This is an optimization exercise on Yosys and OpenROAD, whose aim is small area, a short achievable clock period and few clock cycles per item, not a production implementation.
At most, simulation tests tie the RTL to the original design; equivalence was not proved.
Power and IR drop assume default switching activity.

Setup of run 4:
==> flow/design.v (excerpt) <==
module jmp (
    input  wire        clk,
    input  wire        rst,           
    input  wire        load,
    input  wire [31:0] load_size,
    input  wire        start,
    input  wire        setq,
    input  wire [7:0]  setq_val,
    output wire        mem_re,
    output wire [31:0] mem_addr,
    input  wire [7:0]  mem_rdata,
    output wire        qt_we,
    output wire [10:0] qt_addr,
    output wire [7:0]  qt_wdata,
    output wire [15:0] status,
    output wire [31:0] size_o,
    output wire [7:0]  qfactor,
    output wire [31:0] offset_o,
    output wire [7:0]  width_blocks,
    output wire [7:0]  height_blocks,
    output wire [7:0]  type_o,
    output wire        precision,
    output wire [15:0] restart_interval,
    output wire [31:0] header_len,
    output wire [31:0] scan_off,
    output wire [31:0] scan_len
);
For scale: roughly 1700 cells after synthesis, roughly 330 I/O pins, roughly 0.016 mm^2 of cells after synthesis.
==> flow/config.mk <==
export PLATFORM = sky130hd
export DESIGN_NAME = jmp
export DESIGN_NICKNAME = jmp
export VERILOG_FILES = /design/flow/design.v
export SDC_FILE = /design/flow/constraint.sdc
export NUM_CORES = 4
export LEC_CHECK = 0
export CAP_MARGIN = 20
export CORE_MARGIN = 2
export CORE_UTILIZATION = 40
export SETUP_SLACK_MARGIN = 4.3
export SLEW_MARGIN = 20
==> flow/constraint.sdc <==
create_clock -name core_clock -period 8.0 [get_ports {clk}]
set_input_delay 1.6000 -clock core_clock [delete_from_list [all_inputs] [get_ports {clk}]]
set_output_delay 1.6000 -clock core_clock [all_outputs]
set_load 0.01 [all_outputs]
standard.sh (not shown) runs the stock make flow with config.mk's settings and CLKGATE_MAP_FILE= SYNTH_SCRIPT=/design/flow/synth_recipe.tcl, a recipe that flattens the netlist after the stock synthesis.
==> flow/flow/run.sh <==
#!/bin/bash
# The standard layout (the standard.sh: standard synthesis, floorplan, place, CTS, route,
# finish), with the I/O port buffers made from sky130_fd_sc_hd__buf_2 instead of the default
# cell buffer_ports picks. Every port still gets its own buffer.
set -euo pipefail
bash standard.sh "BUFFER_PORTS_ARGS=-buffer_cell sky130_fd_sc_hd__buf_2" finish > standard_make.log 2>&1
Run 4 reached the end of the flow, and the finished layout is clean on the timing, design-rule and antenna checks.
Input-level comparison between run 2 and run 4:
- setting CTS_BUF_LIST to sky130_fd_sc_hd__clkbuf_8 for the first time
- setting PLACE_DENSITY to 0.65 for the first time
- changing CORE_UTILIZATION from 40 to 55
==> flow/flow/run.sh <==
#!/bin/bash
# The standard layout (the standard.sh: standard synthesis, floorplan, place, CTS, route,
# finish), with the I/O port buffers made from sky130_fd_sc_hd__buf_1 instead of the default
# cell buffer_ports picks. Every port still gets its own buffer.
set -euo pipefail
bash standard.sh "BUFFER_PORTS_ARGS=-buffer_cell sky130_fd_sc_hd__buf_1" finish > standard_make.log 2>&1
[summary]
Summary of run 2 over run 4: part of the total power dissipated in combinational logic has increased, initial antenna violation count lower. In the flow results for run 4 and run 2, the clock-buffer cell count is smaller on run 4.
Function was not checked in any run of this note: the RTL went through the layout flow alone.

========
== willow ==
jmp, a different RTL version from the one above (not shown whole).
Size in the first run: roughly 1700 cells after synthesis, ~330 I/O pins, roughly 16000 um2 of cells after synthesis.
Settings: LEC_CHECK=0, CAP_MARGIN=20, CORE_MARGIN=2, CORE_UTILIZATION=55, PLACE_DENSITY=0.65, SETUP_SLACK_MARGIN=4.9, SLEW_MARGIN=20, TNS_END_PERCENT=0; clock period 8.0 ns.
==> flow/flow/run.sh <==
#!/bin/bash
# The standard layout (the standard.sh: standard synthesis, floorplan, place, CTS, route,
# finish), with two changes to how it is built:
#  - the I/O port buffers are sky130_fd_sc_hd__buf_1 instead of the cell buffer_ports picks
#    by default; every port still gets its own buffer;
#  - clock tree synthesis inserts no dummy loads.
set -euo pipefail
bash standard.sh \
  "BUFFER_PORTS_ARGS=-buffer_cell sky130_fd_sc_hd__buf_1" \
  "CTS_ARGS=-sink_clustering_enable -repair_clock_nets -dont_use_dummy_load -sink_clustering_size 14 -sink_clustering_max_diameter 60 -buf_list sky130_fd_sc_hd__clkbuf_8" \
  finish > standard_make.log 2>&1
willow | status: complete | timing, DRC, antenna: pass
Testbench counts of willow, summed over its fixed seeds: cycles 78,442, items 320.
> inputs changed (willow -> pepper)
# willow
export LEC_CHECK = 0
export CAP_MARGIN = 20
export CORE_MARGIN = 2
export CORE_UTILIZATION = 55
export PLACE_DENSITY = 0.65
export SETUP_SLACK_MARGIN = 4.9
export SLEW_MARGIN = 20
export TNS_END_PERCENT = 0
create_clock -name core_clock -period 8.0 [get_ports {clk}]
# pepper
export LEC_CHECK = 0
export CAP_MARGIN = 20
export CORE_MARGIN = 2
export CORE_UTILIZATION = 55
export PLACE_DENSITY = 0.65
export SETUP_SLACK_MARGIN = 4.75
export SLEW_MARGIN = 20
export TNS_END_PERCENT = 0
create_clock -name core_clock -period 8.0 [get_ports {clk}]
==> comparison <==
Upper clock frequency limit for pepper is higher than for willow.
pepper -> willow: final-layout clock-cell area share flat
Delta (pepper minus willow): sequential share of layout area saw little to no change, clock skew essentially unchanged, routed wire length level.
Between pepper and willow, the difference in final standard cell count with taps included and fillers excluded is negligible.
Critical path data arrival time, pepper and willow: lower on pepper
Status: netlist area before placement parity (willow, pepper)
Sort pepper and willow by period utilization, descending, and willow comes first.
pepper against willow: residual overflow from global routing barely changed, area overhead of the layout relative to synthesis barely changed.
Input changes introduced in xenon (baseline for comparison: pepper):
# pepper
export LEC_CHECK = 0
export CAP_MARGIN = 20
export CORE_MARGIN = 2
export CORE_UTILIZATION = 55
export PLACE_DENSITY = 0.65
export SETUP_SLACK_MARGIN = 4.75
export SLEW_MARGIN = 20
export TNS_END_PERCENT = 0
create_clock -name core_clock -period 8.0 [get_ports {clk}]
# xenon
export LEC_CHECK = 0
export CAP_MARGIN = 20
export CORE_MARGIN = 2
export CORE_UTILIZATION = 55
export CTS_BUF_LIST = sky130_fd_sc_hd__clkbuf_8
export PLACE_DENSITY = 0.65
export SETUP_SLACK_MARGIN = 4.6
export SLEW_MARGIN = 20
export TNS_END_PERCENT = 0
create_clock -name core_clock -period 8.0 [get_ports {clk}]
==> run notes <==
- Relative to pepper, total of cells resized after clock tree synthesis has decreased by 24 in xenon.
- Delta (xenon minus pepper): leakage power total fell 0.12 nW, via count fell about 1%, critical path's largest stage delay about even, total power fell 0.73%.
- Per the comparison of xenon with pepper, fraction of power spent switching nets saw little to no change; global-route wire length before repair saw a decrease; remaining max-slew budget at the tightest pin saw a decrease.
- xenon vs. pepper: area added between synthesis and finish decreased 1.9 points; count of mapped cells out of synthesis essentially unchanged.

========
v13:
Another version of the RTL of jmp (not shown whole).
Size: about 1800 cells after synthesis, ~330 I/O pins, ~17000 um2 of cells after synthesis.
clock: 8.0 ns
lec_check: 0
cap_margin: 20
core_margin: 2
core_utilization: 65
cts_buf_list: sky130_fd_sc_hd__clkbuf_8
place_density: 0.75
setup_slack_margin: 4.6
slew_margin: 20
tns_end_percent: 0
==> flow/flow/run.sh <==
#!/bin/bash
# The standard layout (the standard.sh: standard synthesis, floorplan, place, CTS, route,
# finish), with the I/O port buffers made from sky130_fd_sc_hd__buf_1 instead of the default
# cell buffer_ports picks. Every port still gets its own buffer.
set -euo pipefail
bash standard.sh "BUFFER_PORTS_ARGS=-buffer_cell sky130_fd_sc_hd__buf_1" finish > standard_make.log 2>&1
Testbench counts of v13, summed over its fixed seeds: cycles 78,442, items 320.
Edits applied to the flow inputs when going from v13 to v50:
# v13
export LEC_CHECK = 0
export CAP_MARGIN = 20
export CORE_MARGIN = 2
export CORE_UTILIZATION = 65
export CTS_BUF_LIST = sky130_fd_sc_hd__clkbuf_8
export PLACE_DENSITY = 0.75
export SETUP_SLACK_MARGIN = 4.6
export SLEW_MARGIN = 20
export TNS_END_PERCENT = 0
create_clock -name core_clock -period 8.0 [get_ports {clk}]
# v50
export LEC_CHECK = 0
export CAP_MARGIN = 20
export CORE_MARGIN = 2
export CORE_UTILIZATION = 55
export PLACE_DENSITY = 0.8
export SETUP_SLACK_MARGIN = 4.6
export SLEW_MARGIN = 20
export TNS_END_PERCENT = 0
create_clock -name core_clock -period 8.0 [get_ports {clk}]
==> flow/flow/run.sh <==
#!/bin/bash
# The standard layout (the standard.sh: standard synthesis, floorplan, place, CTS, route,
# finish), with two changes to how it is built:
#  - the I/O port buffers are sky130_fd_sc_hd__buf_1 instead of the cell buffer_ports picks
#    by default; every port still gets its own buffer;
#  - clock tree synthesis inserts no dummy loads.
set -euo pipefail
bash standard.sh \
  "BUFFER_PORTS_ARGS=-buffer_cell sky130_fd_sc_hd__buf_1" \
  "CTS_ARGS=-sink_clustering_enable -repair_clock_nets -dont_use_dummy_load -sink_clustering_size 14 -sink_clustering_max_diameter 60 -buf_list sky130_fd_sc_hd__clkbuf_8" \
  finish > standard_make.log 2>&1
v50 did not stop at any stage, and its layout met the timing, design-rule and antenna checks.
v50 vs v13: area overhead of the layout relative to synthesis down
Diff v13..v50 | maximum clock insertion buffer count | unchanged
In the reports for v13 and v50, the smaller aggregate global-route resource usage belongs to v50.
Per the comparison of v50 with v13, combinational cell power comparable, total number of tap cells now larger, critical path depth now smaller.
v50 vs v13, routed wire length went down by 1000 um.
For synthesized area, v13 and v50 come out practically identical.
The final weighted congestion of routability-driven global placement of v50 falls short of that of v13 by 0.015.
## Diff of input files: v47 against v50
# v50
export LEC_CHECK = 0
export CAP_MARGIN = 20
export CORE_MARGIN = 2
export CORE_UTILIZATION = 55
export PLACE_DENSITY = 0.8
export SETUP_SLACK_MARGIN = 4.6
export SLEW_MARGIN = 20
export TNS_END_PERCENT = 0
create_clock -name core_clock -period 8.0 [get_ports {clk}]
# v47
export LEC_CHECK = 0
export CAP_MARGIN = 20
export CORE_MARGIN = 2
export CORE_UTILIZATION = 55
export PLACE_DENSITY = 0.65
export SETUP_SLACK_MARGIN = 4.45
export SLEW_MARGIN = 20
export TNS_END_PERCENT = 0
create_clock -name core_clock -period 8.0 [get_ports {clk}]
## What came out
- Compared v47 vs v50, and critical path arrival is up in v47.
- v47: detailed route wirelength on metal3 about 12% below v50
- v47 vs v50 — average wire length per cell after detail routing rose about 2.7%.
- For the data required time at the worst endpoint, v47 came in 110 ps higher than v50 did.
- Summary of v47 over v50: multi-input combinational cell count neither gained nor lost much; ratio of final minimum period to clock period increased by 1.6 points relative to the old numbers; area of the die has remained practically unchanged.
- v47 against v50: cell area lower; area overhead of the layout relative to synthesis lower.
- Diff v47 and v50: clock-buffer cell count lower in v50
- On final weighted congestion in routability-driven placement: between v47 and v50, it ends up lower for v50.
- For v47, the critical path capture point was ph[3], unlike v50, where it was offset[19].
- Across v47 and v50, the outcome is the same: a clean finish for every run.
diff inputs: v47 => v42
# v47
export LEC_CHECK = 0
export CAP_MARGIN = 20
export CORE_MARGIN = 2
export CORE_UTILIZATION = 55
export PLACE_DENSITY = 0.65
export SETUP_SLACK_MARGIN = 4.45
export SLEW_MARGIN = 20
export TNS_END_PERCENT = 0
create_clock -name core_clock -period 8.0 [get_ports {clk}]
# v42
export LEC_CHECK = 0
export CAP_MARGIN = 20
export CORE_MARGIN = 2
export CORE_UTILIZATION = 55
export CTS_BUF_LIST = sky130_fd_sc_hd__clkbuf_8 sky130_fd_sc_hd__clkbuf_16
export CTS_CLUSTER_DIAMETER = 60
export CTS_CLUSTER_SIZE = 24
export PLACE_DENSITY = 0.65
export SETUP_SLACK_MARGIN = 4.3
export SLEW_MARGIN = 20
create_clock -name core_clock -period 8.0 [get_ports {clk}]
==> flow/flow/run.sh <==
#!/bin/bash
# The standard layout (the standard.sh: standard synthesis, floorplan, place, CTS, route,
# finish), with the I/O port buffers made from sky130_fd_sc_hd__buf_1 instead of the default
# cell buffer_ports picks. Every port still gets its own buffer.
set -euo pipefail
bash standard.sh "BUFFER_PORTS_ARGS=-buffer_cell sky130_fd_sc_hd__buf_1" finish > standard_make.log 2>&1
==> comparison <==
| worst path setup slack after routing | v42 vs v47 | 75 ps higher |. Required time of the worst setup path: higher on v47. Power density of the placed cells went up by more than 10% going from v47 to v42. Re register bit total from synthesis: no difference whatsoever between v42 and v47. Comparing v42 with v47, the cell count after placement came out essentially unchanged. v42 packs its core more tightly than v47. Comparing v42 and v47, the lower final period utilization is on v42. Logic depth of the worst register-to-register path down 1 in v42 wrt v47. Compared v42 vs v47, and clock skew is down in v42.

[separate check: timing with driven ports]
In the flow no input, the clock included, has a driving cell. The finished layouts below were timed again as built, in two steps.
Step 1 (the two cells are an assumption about what drives the block):
set clk [get_ports {clk}]
set_driving_cell -lib_cell sky130_fd_sc_hd__clkbuf_16 $clk
set_driving_cell -lib_cell sky130_fd_sc_hd__buf_2 [delete_from_list [all_inputs] $clk]
Step 2 adds t to the input delays and takes it off the output delays; t is the mean of the earliest and latest rising clock arrival at the registers after step 1. Input paths then give back, and output paths get back, about the clock's delay inside the block.
Three values: ideal, step 1, step 2; two values: the first two.
| run | shift t [ns] | setup WS [ns] | worst hold slack (ns) |
|---|---|---|---|
| run 4 | 0.613 | 3.852 / 3.864 / 3.251 | 0.445 / 0.445 / 0.445 |
| run 2 | 0.625 | 3.878 / 3.884 / 3.260 | 0.429 / 0.429 / 0.429 |
| willow | 0.627 | 4.471 / 4.471 / 3.897 | 0.440 / 0.440 / 0.440 |
| pepper | 0.626 | 4.494 / 4.494 / 3.895 | 0.434 / 0.434 / 0.434 |
| xenon | 0.627 | 4.384 / 4.384 / 3.824 | 0.440 / 0.440 / 0.440 |
| v13 | 0.611 | 4.305 / 4.333 / 3.722 | 0.440 / 0.440 / 0.440 |
| v50 | 0.611 | 4.359 / 4.378 / 3.767 | 0.413 / 0.413 / 0.413 |
| v47 | 0.640 | 4.235 / 4.235 / 3.646 | 0.403 / 0.403 / 0.403 |
| v42 | 0.621 | 4.310 / 4.326 / 3.704 | 0.383 / 0.383 / 0.383 |
After both steps setup and hold are still met in every run listed. The setup slack of run 2, which loses most, moves by +0.006 ns with the drivers and by -0.618 ns with both steps.
